This design comes from an exercise in tuning for small area on the open sky130 flow, not from production work. In this exercise RTL edits were held to simulation tests only and were not proved equivalent to the original. Power and IR drop assume default switching activity.

// esp_frame_rx
module esp_frame_rx (
    input  wire        clk,
    input  wire        rst,
    input  wire        cmd_valid,
    output wire        cmd_ready,
    input  wire [7:0]  cmd_op,
    input  wire [15:0] cmd_n,
    output reg         rsp_valid,
    output reg  [2:0]  rsp_tag,
    output wire [3:0]  rsp_code,
    output reg  [8:0]  rsp_a,
    output reg  [7:0]  rsp_b,
    input  wire [6:0]  rd_idx,
    output wire [7:0]  rd_data,
    output wire        src_rd,
    input  wire [1:0]  src_stat,
    input  wire [7:0]  src_data
);
    localparam [7:0] DS = 8'hA5;
    localparam [7:0] DE = 8'h5A;
    localparam [7:0] OP_BUFFER = 8'h01;
    localparam [7:0] OP_PEEK   = 8'h02;
    localparam [7:0] OP_SLICE  = 8'h03;
    localparam [7:0] OP_DRAIN  = 8'h04;
    localparam [7:0] OP_RECV   = 8'h12;
    localparam [2:0] T_READY  = 3'd0;
    localparam [2:0] T_WBLOCK = 3'd1;
    localparam [2:0] T_ERR    = 3'd2;
    localparam [2:0] T_FAULT  = 3'd3;
    localparam [2:0] T_REFUSE = 3'd4;
    localparam [1:0] C_EARLY_END   = 2'd0;
    localparam [1:0] C_CRC         = 2'd1;
    localparam [1:0] C_MISSING_END = 2'd2;
    localparam [1:0] C_TRANSPORT   = 2'd3;
    localparam [2:0] S_IDLE  = 3'd0;
    localparam [2:0] S_BUF   = 3'd1;    
    localparam [2:0] S_PEEK  = 3'd2;    
    localparam [2:0] S_SCAN  = 3'd3;    
    localparam [2:0] S_BODY  = 3'd4;    
    localparam [2:0] S_END   = 3'd5;    
    localparam [2:0] S_DROP  = 3'd6;    
    localparam [2:0] S_DRAIN = 3'd7;    
    reg  [1023:0] ring;
    wire [7:0]    tap = ring[1023:1016];
    reg [6:0] ptr;        
    reg [7:0] count;
    reg [6:0] roff;       
    reg       faulted;
    reg [2:0] state;
    reg [1:0] rsp_code_lo;
    reg [6:0] jpos;       
    assign rsp_code = {2'b01, rsp_code_lo};
    function [8:0] add8;
        input [7:0] x;
  ...
Size in the first run: ~2100 cells after synthesis, about 1100 flip-flops.
clock: 12.0 ns
lec_check: 0
cap_margin: 20
core_margin: 2
core_utilization: 50
place_density: 0.65
slew_margin: 20
synth_hierarchical: 1
synth_minimum_keep_size: 0
standard.sh (not shown) runs the stock make flow with config.mk's settings and CLKGATE_MAP_FILE= SYNTH_SCRIPT=/design/flow/synth_recipe.tcl, a recipe that flattens the netlist after the stock synthesis.
==> flow/flow/run.sh <==
#!/bin/bash
# Own flow: the standard layout (standard.sh: the standard synthesis script
# and the ORFS steps to finish) with three options changed:
#  - synthesis maps logic with an area-oriented ABC script (flow/abc_map.script)
#    in place of ORFS's abc_speed.script, which ends with buffering and
#    upsizing; everything else in synthesis, the flip-flops included, is as
#    in the standard synthesis;
#  - port buffers use the smallest buffer cell;
#  - clock tree synthesis uses sink clusters of clkbuf_8 and no dummy loads.
# Each tool's full output stays in the ORFS logs under orfs/logs; make's own
# output goes to layout.log.
set -euo pipefail
here=$(pwd)
mkdir -p scripts
cp -r "$FLOW_HOME/scripts/." scripts/
cp flow/abc_map.script scripts/abc_speed.script
export SCRIPTS_DIR="$here/scripts"
export BUFFER_PORTS_ARGS="-buffer_cell sky130_fd_sc_hd__buf_1"
export CTS_ARGS="-sink_clustering_enable -repair_clock_nets -dont_use_dummy_load -buf_list sky130_fd_sc_hd__clkbuf_8 -sink_clustering_size 18 -sink_clustering_max_diameter 60"
bash standard.sh > layout.log 2>&1
==> flow/flow/abc_map.script <==
&get -n
&st
&syn2
&dch
&nf
&st
&syn2
&dch
&nf
&put
The first run ran to the end with no violations.
==> next run, changes <==
--- a/flow/design.v
+++ b/flow/design.v
@@ -42,19 +42,18 @@
     localparam [2:0] S_DRAIN = 3'd7;    
     reg  [1023:0] ring;
     wire [7:0]    tap = ring[1023:1016];
     reg [6:0] ptr;        
     reg [7:0] count;
     reg [6:0] roff;       
     reg       faulted;
     reg [2:0] state;
     reg [1:0] rsp_code_lo;
-    reg [6:0] jpos;       
     assign rsp_code = {2'b01, rsp_code_lo};
     function [8:0] add8;
         input [7:0] x;
         input [7:0] y;
         input       ci;
         integer k;
         reg c;
         begin
             c = ci;
@@ -204,20 +203,20 @@
             end
             S_DRAIN: begin
                 if (roff == 7'd0) begin
                     rsp_valid <= 1'b1;
                     state     <= S_IDLE;
                 end else
                     ptr <= ptr;
             end
             S_SCAN: begin
-                rsp_a <= 9'd0;
-                jpos  <= 7'd0;
+                rsp_a          <= 9'd0;
+                rsp_code_lo[1] <= 1'b0;
                 if (count == 8'd0) begin
                     rsp_valid <= 1'b1;
                     state     <= S_IDLE;
                 end else if (head_at_tap) begin
                     if (tap == DS) begin
                         state <= S_BODY;
                     end else begin
                         ptr   <= ptr;
                         count <= csum[7:0];
@@ -233,49 +232,56 @@
                         state     <= S_IDLE;
                     end
                 end
                 if (at_cb) begin
                     rsp_b <= tap;
                     state <= S_END;
                 end else
                     rsp_a <= {1'b0, crc8_byte(rsp_a[7:0], tap)};
                 if (tap == DE)
-                    jpos <= ptr;
+                    rsp_code_lo[1] <= 1'b1;
             end
             S_END: begin
                 state <= S_DROP;
                 if (!cge) begin
                     rsp_valid <= 1'b1;
                     state     <= S_IDLE;
-                end else if (tap != DE && jpos != 7'd0) begin
+                end else if (tap != DE && rsp_code_lo[1]) begin
                     rsp_code_lo <= C_EARLY_END;
-                    rsp_a       <= {2'b00, jpos};
                     rsp_b       <= {1'b0, ptr};
                 end else if (rsp_a[7:0] != rsp_b) begin
                     rsp_code_lo <= C_CRC;
                 end else if (tap != DE) begin
                     rsp_code_lo <= C_MISSING_END;
                     rsp_a       <= {2'b00, ptr};
                     rsp_b       <= tap;
                 end else begin
                     rsp_valid <= 1'b1;
                     rsp_a     <= {2'b00, ~roff};
                     ptr       <= 7'd0;
                     count     <= csum[7:0];
                     state     <= S_IDLE;
                 end
             end
-            S_DROP: if (ptr == 7'h7F) begin
-                rsp_valid <= 1'b1;
-                roff      <= 7'd0;
-                ptr       <= ptr;
-                count     <= csum[7:0];
-                state     <= S_IDLE;
+            S_DROP: begin
+                if (rsp_code_lo == C_EARLY_END) begin
+                    if (head_at_tap)
+                        rsp_a <= 9'd0;
+                    else if (tap == DE)
+                        rsp_a <= {2'b00, ptr};
+                end
+                if (rsp_code_lo == C_EARLY_END ? (ptr == rsp_b[6:0]) : (ptr == 7'h7F)) begin
+                    rsp_valid <= 1'b1;
+                    roff      <= 7'd0;
+                    ptr       <= ptr;
+                    count     <= csum[7:0];
+                    state     <= S_IDLE;
+                end
             end
             default: state <= S_IDLE;
             endcase
         end
     end
 endmodule
 module rx_rdport (
     input  wire [6:0]    addr,
     input  wire [1023:0] ring,
=> Total power falls by 1.1%; design area falls by 0.38%; register-to-register slack gets worse by 0.04 ns; maximum frequency falls by 4.3%; die area barely changes; clock skew rises by 0.042 ns; cell count rises by 0.59%; wire length falls by 1.1%; utilization falls by 0.10 points.

## re-timing with driven ports
How much do the figures lean on ideal ports? The routed layouts below were timed once more, with nothing changed but the port constraints.
Step 1, drivers: a clkbuf_16 drives clk and a buf_2 each remaining input, both assumed.
Step 2 also shifts input and output timing later by t, the mid clock arrival at the registers, as if the neighbouring blocks saw the same clock.
a / b / c = ideal ports / drivers / drivers and shift; a / b = the first two.
run	t (ns)	setup slack, ns	clock arrival spread, ns	cell pins on the clock port's net
the first run	0.715	1.586 / 1.556 / 1.556	0.063 / 0.063	1
the second run	0.690	1.114 / 1.088 / 1.088	0.105 / 0.106	1
After both steps setup and hold are still met in every run listed. The setup slack of the first run, which loses most, moves by -0.030 ns with the drivers and by -0.030 ns with both steps.
